This design comes from an exercise in tuning for small area and a short achievable clock period on the open sky130 flow, not from production work. Function was checked by simulation only, so behaviour that the tests miss may differ from the original. No activity file was given, so power comes from the tool's default toggle rates.

==> flow/run.sh <==
#!/bin/bash
# synth_recipe.tcl (not shown) runs the flow's synth.tcl, then flattens the netlist and writes it again
# the make line also repeats each setting of config.mk as NAME=value (left out here)
make -C /OpenROAD-flow-scripts/flow DESIGN_CONFIG=/design/flow/config.mk WORK_HOME=/design/flow/orfs CLKGATE_MAP_FILE= SYNTH_SCRIPT=/design/flow/synth_recipe.tcl finish
==> flow/config.mk <==
export PLATFORM = sky130hd
export DESIGN_NAME = pwm_block
export DESIGN_NICKNAME = pwm_block
export VERILOG_FILES = /design/flow/design.v
export SDC_FILE = /design/flow/constraint.sdc
export NUM_CORES = 4
export LEC_CHECK = 0
export ABC_AREA = 1
export CAP_MARGIN = 20
export CORE_MARGIN = 2
export CORE_UTILIZATION = 40
export SLEW_MARGIN = 20
==> flow/constraint.sdc <==
create_clock -name core_clock -period 12.0 [get_ports {clk}]
set_input_delay 2.4000 -clock core_clock [delete_from_list [all_inputs] [get_ports {clk}]]
set_output_delay 2.4000 -clock core_clock [all_outputs]
set_load 0.01 [all_outputs]
==> flow/design.v <==
module pwm_block (
    input  wire        clk,
    input  wire        rst,
    input  wire        fast_tick,
    input  wire        slow_tick,
    input  wire        cmd_valid,
    input  wire [31:0] cmd,
    output reg         rsp_valid,
    output reg  [2:0]  rsp_err,
    output reg  [31:0] rsp_data,
    output wire [5:0]  out
);
    localparam integer PERIOD         = 500;
    localparam integer SLOW_INC       = 5;
    localparam integer INIT_THRESHOLD = 20;
    localparam integer INIT_STEP      = 1;
    localparam [1:0] MODE_IDLE  = 2'd0;
    localparam [1:0] MODE_GLOW  = 2'd1;
    localparam [1:0] MODE_PULSE = 2'd2;
    localparam [2:0] E_OK      = 3'd0;
    localparam [2:0] E_ILLOP   = 3'd1;
    localparam [2:0] E_BUSY    = 3'd2;
    localparam [2:0] E_INVCH   = 3'd3;
    localparam [2:0] E_OPERAND = 3'd4;
    localparam [3:0] OP_RD_FAST     = 4'h1;
    localparam [3:0] OP_RD_SLOW     = 4'h2;
    localparam [3:0] OP_RST_FAST    = 4'h3;
    localparam [3:0] OP_RST_SLOW    = 4'h4;
    localparam [3:0] OP_SET_CH      = 4'h5;
    localparam [3:0] OP_POLL        = 4'h6;
    localparam [3:0] OP_ENV_LOAD    = 4'h7;
    localparam [3:0] OP_ENV_STEP    = 4'h8;
    localparam [3:0] OP_START_GLOW  = 4'h9;
    localparam [3:0] OP_START_PULSE = 4'hA;
    localparam [3:0] OP_CANCEL      = 4'hB;
    localparam [3:0] OP_RD_STATUS   = 4'hC;
    localparam [3:0] OP_RD_ENV      = 4'hD;
    reg        [31:0] fast_q;
    reg        [31:0] slow_q;
    reg               slow_pend_q;  
    reg        [5:0]  out_q;
    reg               pwm_on_q;
    reg signed [15:0] thr_q;
    reg        [7:0]  step_q;
    reg               dir_q;        
    reg        [2:0]  sch_q;
    reg               stopreq_q;
    reg        [1:0]  mode_q;
    reg               cancelled_q;
    reg               f_illop_q;
    reg               f_busy_q;
    reg               f_invch_q;
    reg               f_operand_q;
    assign out = out_q;
    wire        [3:0]  c_op   = cmd[31:28];
    wire        [2:0]  c_ch   = cmd[27:25];
    wire               c_b    = cmd[24];
    wire        [7:0]  c_s8   = cmd[23:16];
    wire signed [15:0] c_imm  = cmd[15:0];
    reg c_legal;
    always @(*) begin
        case (c_op)
            OP_RD_FAST, OP_RD_SLOW, OP_RST_FAST, OP_RST_SLOW,
            OP_CANCEL, OP_RD_STATUS, OP_RD_ENV:
                c_legal = (cmd[27:0] == 28'd0);
            OP_SET_CH:
                c_legal = (cmd[23:0] == 24'd0);
            OP_POLL, OP_START_GLOW:
                c_legal = (cmd[24:16] == 9'd0);
            OP_ENV_LOAD:
                c_legal = (cmd[27:25] == 3'd0);
            OP_ENV_STEP, OP_START_PULSE:
                c_legal = (cmd[24:0] == 25'd0);
            default:
                c_legal = 1'b0;
        endcase
    end
    wire busy       = (mode_q != MODE_IDLE);
    wire ch_bad     = (c_ch > 3'd5);
    wire imm_bad    = (c_imm < 0) || (c_imm > PERIOD);
    reg signed [15:0] clamp_thr;
    reg        [7:0]  clamp_step;
    reg               clamp_dir;
    always @(*) begin
        clamp_thr  = thr_q;
        clamp_step = step_q;
        clamp_dir  = dir_q;
        if (thr_q >= PERIOD) begin
            clamp_thr  = PERIOD;
            clamp_step = 8'd1;
            clamp_dir  = ~dir_q;
        end else if (thr_q < 0) begin
            clamp_thr  = 16'sd0;
            clamp_step = 8'd1;
            clamp_dir  = ~dir_q;
        end
    end
    wire signed [16:0] env_sum = clamp_dir ? ({clamp_thr[15], clamp_thr} - $signed({9'd0, clamp_step}))
                                           : ({clamp_thr[15], clamp_thr} + $signed({9'd0, clamp_step}));
    wire signed [16:0] env_quot = env_sum / $signed(17'd20);
    wire signed [15:0] env_new  = env_quot[15:0];
    reg        [31:0] fast_n;
    reg        [31:0] slow_n;
    reg               slow_pend_n;
    reg        [5:0]  out_n;
    reg               pwm_on_n;
    reg signed [15:0] thr_n;
    reg        [7:0]  step_n;
    reg               dir_n;
    reg        [2:0]  sch_n;
    reg               stopreq_n;
    reg        [1:0]  mode_n;
    reg               cancelled_n;
    reg               f_illop_n;
    reg               f_busy_n;
    reg               f_invch_n;
    reg               f_operand_n;
    reg        [2:0]  err_n;
    reg        [31:0] data_n;
    reg               do_poll;
    reg               do_env;
    reg        [2:0]  poll_ch;
    reg signed [15:0] poll_thr;
    reg b1, b2, b3;
    always @(*) begin
        fast_n      = fast_q;
        slow_n      = slow_q;
        slow_pend_n = slow_pend_q;
        out_n       = out_q;
        pwm_on_n    = pwm_on_q;
        thr_n       = thr_q;
        step_n      = step_q;
        dir_n       = dir_q;
        sch_n       = sch_q;
        stopreq_n   = stopreq_q;
        mode_n      = mode_q;
        cancelled_n = cancelled_q;
        f_illop_n   = f_illop_q;
        f_busy_n    = f_busy_q;
        f_invch_n   = f_invch_q;
        f_operand_n = f_operand_q;
        err_n       = E_OK;
        data_n      = 32'd0;
        do_poll     = 1'b0;
        do_env      = 1'b0;
        poll_ch     = sch_q;
        poll_thr    = thr_q;
        if (cmd_valid) begin
            if (!c_legal) begin
                err_n     = E_ILLOP;
                f_illop_n = 1'b1;
            end else begin
                case (c_op)
                    OP_RD_FAST: data_n = fast_q;
                    OP_RD_SLOW: data_n = slow_q;
                    OP_RST_FAST: begin
                        if (busy) begin
                            err_n = E_BUSY; f_busy_n = 1'b1;
                        end else begin
                            fast_n = 32'd0;
                        end
                    end
                    OP_RST_SLOW: begin
                        if (busy) begin
                            err_n = E_BUSY; f_busy_n = 1'b1;
                        end else begin
                            slow_n = 32'd0;
                        end
                    end
                    OP_SET_CH: begin
                        if (busy) begin
                            err_n = E_BUSY; f_busy_n = 1'b1;
                        end else if (ch_bad) begin
                            err_n = E_INVCH; f_invch_n = 1'b1;
                        end else begin
                            out_n[c_ch] = c_b;
                        end
                    end
                    OP_POLL: begin
                        if (busy) begin
                            err_n = E_BUSY; f_busy_n = 1'b1;
                        end else if (ch_bad) begin
                            err_n = E_INVCH; f_invch_n = 1'b1;
                        end else if (imm_bad) begin
                            err_n = E_OPERAND; f_operand_n = 1'b1;
                        end else begin
                            do_poll  = 1'b1;
                            poll_ch  = c_ch;
                            poll_thr = c_imm;
                        end
                    end
                    OP_ENV_LOAD: begin
                        if (busy) begin
                            err_n = E_BUSY; f_busy_n = 1'b1;
                        end else if (c_s8 == 8'd0) begin
                            err_n = E_OPERAND; f_operand_n = 1'b1;
                        end else begin
                            thr_n  = c_imm;
                            dir_n  = c_b;
                            step_n = c_s8;
                        end
                    end
                    OP_ENV_STEP: begin
                        if (busy) begin
                            err_n = E_BUSY; f_busy_n = 1'b1;
                        end else if (ch_bad) begin
                            err_n = E_INVCH; f_invch_n = 1'b1;
                        end else begin
                            do_env  = 1'b1;
                            poll_ch = c_ch;
                        end
                    end
                    OP_START_GLOW: begin
                        if (busy) begin
                            err_n = E_BUSY; f_busy_n = 1'b1;
                        end else if (ch_bad) begin
                            err_n = E_INVCH; f_invch_n = 1'b1;
                        end else if (imm_bad) begin
                            err_n = E_OPERAND; f_operand_n = 1'b1;
                        end else begin
                            sch_n       = c_ch;
                            thr_n       = c_imm;
                            pwm_on_n    = 1'b0;
                            stopreq_n   = 1'b0;
                            cancelled_n = 1'b0;
                            mode_n      = MODE_GLOW;
                        end
                    end
                    OP_START_PULSE: begin
                        if (busy) begin
                            err_n = E_BUSY; f_busy_n = 1'b1;
                        end else if (ch_bad) begin
                            err_n = E_INVCH; f_invch_n = 1'b1;
                        end else begin
                            thr_n       = INIT_THRESHOLD;
                            dir_n       = 1'b0;
                            step_n      = INIT_STEP;
                            fast_n      = 32'd0;
                            slow_n      = 32'd0;
                            slow_pend_n = 1'b0;
                            sch_n       = c_ch;
                            pwm_on_n    = 1'b0;
                            stopreq_n   = 1'b0;
                            cancelled_n = 1'b0;
                            mode_n      = MODE_PULSE;
                        end
                    end
                    OP_CANCEL: begin
                        if (busy)
                            stopreq_n = 1'b1;
                    end
                    OP_RD_STATUS: begin
                        data_n = {12'd0, f_operand_q, f_invch_q, f_busy_q, f_illop_q,
                                  1'b0, sch_q, cancelled_q, stopreq_q, mode_q,
                                  dir_q, pwm_on_q, out_q};
                    end
                    OP_RD_ENV: begin
                        data_n = {8'd0, step_q, thr_q};
                    end
                    default: ;
                endcase
            end
        end else if (mode_q != MODE_IDLE) begin
            if (stopreq_q) begin
                mode_n      = MODE_IDLE;
                stopreq_n   = 1'b0;
                cancelled_n = 1'b1;
            end else if (mode_q == MODE_GLOW) begin
                do_poll = 1'b1;
            end else if (slow_pend_q) begin
                slow_pend_n = 1'b0;
                do_env      = 1'b1;
            end
        end
        if (do_env) begin
            do_poll  = 1'b1;
            poll_thr = clamp_thr;
            thr_n    = env_new;
            step_n   = clamp_step;
            dir_n    = clamp_dir;
        end
        b1 = ({16'd0, fast_q} < {16'd0, poll_thr}) && !pwm_on_q;
        b2 = !b1 && (fast_q < PERIOD) && pwm_on_q;
        b3 = (fast_q > PERIOD);
        if (do_poll) begin
            if (b1) begin
                out_n[poll_ch] = 1'b1;
                pwm_on_n       = 1'b1;
            end else if (b2) begin
                out_n[poll_ch] = 1'b0;
                pwm_on_n       = 1'b0;
            end
            if (b3) begin
                fast_n         = 32'd0;
                out_n[poll_ch] = 1'b1;
                pwm_on_n       = 1'b1;
            end
        end
        if (fast_tick)
            fast_n = fast_n + 32'd1;
        if (slow_tick) begin
            slow_n      = slow_n + SLOW_INC;
            slow_pend_n = 1'b1;
        end
    end
    always @(posedge clk) begin
        if (rst) begin
            fast_q      <= 32'd0;
            slow_q      <= 32'd0;
            slow_pend_q <= 1'b0;
            out_q       <= 6'd0;
            pwm_on_q    <= 1'b0;
            thr_q       <= INIT_THRESHOLD;
            step_q      <= INIT_STEP;
            dir_q       <= 1'b0;
            sch_q       <= 3'd0;
            stopreq_q   <= 1'b0;
            mode_q      <= MODE_IDLE;
            cancelled_q <= 1'b0;
            f_illop_q   <= 1'b0;
            f_busy_q    <= 1'b0;
            f_invch_q   <= 1'b0;
            f_operand_q <= 1'b0;
            rsp_valid   <= 1'b0;
            rsp_err     <= 3'd0;
            rsp_data    <= 32'd0;
        end else begin
            fast_q      <= fast_n;
            slow_q      <= slow_n;
            slow_pend_q <= slow_pend_n;
            out_q       <= out_n;
            pwm_on_q    <= pwm_on_n;
            thr_q       <= thr_n;
            step_q      <= step_n;
            dir_q       <= dir_n;
            sch_q       <= sch_n;
            stopreq_q   <= stopreq_n;
            mode_q      <= mode_n;
            cancelled_q <= cancelled_n;
            f_illop_q   <= f_illop_n;
            f_busy_q    <= f_busy_n;
            f_invch_q   <= f_invch_n;
            f_operand_q <= f_operand_n;
            rsp_valid   <= cmd_valid;
            rsp_err     <= err_n;
            rsp_data    <= data_n;
        end
    end
endmodule
==> run summary <==
[cell families (layout without fill, tap and decap cells)]
logic type	count (synthesis)	in the layout	share of synthesized area [%]
AOI/OAI and AO/OA	417	417	20.6
xor gates and xnor gates	28	28	2.19
adders and majority gates	45	45	4.79
buffers and inverters	386	458	12.4
DFF	144	144	24.2
other	1	6	0.0315
and+or+nand+nor	941	941	35.8
[stage by stage]
step	hold slack, ns	std cells	total power [mW]	instance area, sq um
floorplan	0.430	1967	1.22	11900
global placement	0.444	2398	1.36	13100
detailed placement	0.459	2398	1.38	13100
CTS	0.468	2429	1.87	13600
global route	0.488	2429	2.00	13600
finish	0.472	2429	1.87	13600
[sequential cells by signal, indices dropped and copies added, names as in the netlist, 2 cells and up]
register	cells
fast_q	32
rsp_err	3
out_q	6
rsp_data	32
slow_q	32
step_q	8
mode_q	2
thr_q	16
sch_q	3
[placed cells by master (no fill, tap or decap), types with 11 or more instances in the layout]
cell	instances
o211ai_1	15
a21oi_1	148
clkbuf_16	17
nand2_4	14
nor4_1	20
nand3_1	117
a221oi_1	18
inv_2	14
nand3_2	14
nor3_1	69
nor2_1	227
ha_1	44
dfxtp_1	144
o21ai_0	128
nand2_2	29
nand2_1	392
o22ai_1	39
clkdlybuf4s50_1	77
buf_4	11
inv_1	313
nand4_1	36
xor2_1	19
[area by class of cell]
class	instances	area, sq um
clock inverters	11	80.1
multi-input cells	1437	7580
well taps	390	488
flip-flops and latches	144	2880
inverters	338	1280
clock buffers	20	457
repair buffers	89	858
fillers	3140	15900
[power by group through the flow]
stage / registers, mW / clock network [mW] / logic [mW]
CTS: 0.484 / 0.504 / 0.884
global placement: 0.495 / 0 / 0.863
global route: 0.485 / 0.523 / 0.996
finish: 0.485 / 0.500 / 0.890
detailed placement: 0.495 / 0 / 0.881
floorplan: 0.494 / 0 / 0.722
[per-layer routing]
metal / part of all wire [%] / vias to the layer above / global-route usage, %
met2: 44 / 586 / 42.6
met1: 45 / 6241 / 36.4
met4: 2.6 / 0 / 7.75
met5: 0 / - / 0
li1: - / 6637 / -
met3: 8.3 / 94 / 4.95
[cell usage after synthesis, types with 3 or more instances]
library cell    n
nand2_1       392
clkbuf_1       41
nor4_1         21
a21oi_1       148
o221ai_1        5
o21a_1         10
dfxtp_1       144
a32o_1          4
xor2_1         19
o22ai_1        39
nand3_1       117
nor3_1         69
or2_2           3
a211oi_1        7
nor2_1        227
xnor2_1         7
clkinv_1        7
o21ai_0       128
buf_1           3
a31oi_1         7
nand2_2        29
nand3b_1        5
ha_1           44
nor2_2          4
nand2_4        14
nand4_1        36
inv_4           4
nand3_2        14
o31ai_1         7
o41ai_1         3
inv_1         313
o211ai_1       15
o21ai_1         5
inv_2          14
a221oi_1       18
[final timing paths]
| path | end | slack (ns) | cells after the start |
|---|---|---|---|
| max reg2reg | thr_q[10] | 1.67 | 88 |
| min | slow_pend_q | 0.47 | 2 |
| min reg2reg | slow_pend_q | 0.47 | 2 |
| max | thr_q[10] | 1.67 | 88 |
[tightest hold or removal path, stage by stage (launching register included)]
cell and delay (ns):
dfxtp_1 0.31, nand2_1 0.06, a21oi_1 0.05
==> flow_summary_export.csv <==
group,metric,value,unit
power,power_leakage,5.56,nW
route,routed_wl,42100,microns
synth,synth_seq_cells,144,
power,p_clk_share,26.7,%
placement,place_hpwl,32900,microns
grt,overflow,0,
power,switchingPower,0.831,mW
cells_and_area,n_antenna_cell,0,
sta,setup_ws,1.67,ns
route,via_per_inst,5.58,
clocking,cts.sinks,144,
clocking,clock_latency,0.44,ns
clocking,post_cts_buffers,0,
die,fp.dieH,177,microns
sta,min_period,10.33,ns
cells_and_area,drive_above_1_share,6.82,%
route,drt_iter0_drc,1312,
synth,synth_area_per_cell,6.07,sq um
setup_path,critPathBufInv,15,
synth,yosysTopAreaCell,"dfxtp_1",
synth,synth_area,11900,sq um
sta,finalHoldViolCount,0,
power,peakVddDrop,195,uV
route,wl_per_cell,17.3,microns
setup_path,cpMostUsedCell,"nand2_1",
setup_path,slowest_stage,"nor4_1",
placement,post-place-ws,1.82,ns
sta,clock.fmax,0.0968,GHz
synth,synthArstFlopShare,0,%
cells_and_area,nets,2109,
power,p_int,1.04,mW
setup_path,worst-setup-path-type,"reg -> reg",
power,switching_share,44.3,%
route,drc,0,
setup_path,r2r_start,"thr_q[15]",
synth,synth_top_area_share,24.2,%
die,fp-row-count,63,
placement,numPortBuffers,78,
synth,yosys-top-cells-area,"dfxtp_1 24%, nand2_1 12%, inv_1 9.9%, nor2_1 7.2%, a21oi_1 6.2%",
sta,worstMarginPinSlew,1.09,ns
cells_and_area,area_growth,14.5,%
clocking,cts_tree,"yes",
worst_hold_path,hp-class,"reg -> reg",
die,core,29500,sq um
setup_path,critPathArrivalTime,10.66,ns
synth,synth_seq_area_share,24.2,%
grt,grt_pass1_vias,12368,
sta,fin_skew,0.00983,ns
synth,ys.flop_type,"dfxtp_1",
clocking,cts_hold_buf,0,
die,die_w,177,microns
power,comb_power_share,47.5,%
grt,grt_pass1_wl,65500,microns
power,seqPwrFrac,25.9,%
clocking,clk_pin_slew_worst_paths,0.06,ns
sta,final.setup.tns,0,ns
setup_path,max_stage_delay,0.50,ns
sta,final_max_slew_viol_count,0,
route,ant_nets,0,
synth,yosysUniqueCellTypes,65,
grt,grt_use_total,26.6,%
clocking,htreeDepth,4,
setup_path,worstPathRequired,12.34,ns
setup_path,end_kind,"flip-flop",
clocking,clockBufferDepth,2,
setup_path,crit_family,"simple AND/OR/NAND/NOR gates",
setup_path,cp_max_fo,24,
cells_and_area,finalCoreUtilization,46.2,%
power,powerDensity,138,nW/um^2
worst_hold_path,hp-start,"slow_pend_q",
setup_path,worst_setup_path_start_kind,"flip-flop",
sta,fin_crit_sh,86.0,%
synth,yosys_warnings,1,
clocking,cts-root-buf,"clkbuf_16",
synth,synth_edf_count,0,
synth,syn_inst,1962,
die,dieArea,31200,sq um
placement,gp_congestion,0.933,
run_status,status,"timing/DRC/antenna clean",
clocking,cts_made_buffers,17,
sta,max_slew_margin,26.1,%
grt,grt_max_degree,60,
sta,rsz0062_at_grt,"false",
route,firstDrtPassIters,6,
job,maxCapViolCount,0,
route,num_vias,13558,
die,start_util,40.4,%
die,boundaryPins,79,
setup_path,critPathLaunch,"thr_q[15]",
sta,setup-violations-final,0,
clocking,cts_resized,0,
grt,antenna_found_initial,0,

## port drivers added, routing unchanged
Ports are ideal in the flow. The routed layout listed here was re-timed in OpenROAD.
Step 1 sets driving cells, clkbuf_16 on the clock port and buf_2 on the other inputs (assumed; they add their load-dependent delay and slew).
Step 2 moves the port delays by t, midway between the first and last clock arrival at a register: inputs arrive t later, outputs are due t later. That takes back most of the time a late clock gives input paths.
Slacks: ideal / step 1 / step 2; pairs: ideal / step 1.
shift t [ns]: 0.477
slack for setup (ns): 1.674 / 1.674 / 1.674
worst hold slack (ns): 0.472 / 0.472 / 0.472
latest minus earliest clock arrival (ns): 0.010 / 0.010
worst slew at a driven data input, ns: 0.04
After both steps this run still meets setup and hold. For this run, drivers alone change the setup slack by 0.000 ns; drivers and shift together by 0.000 ns.
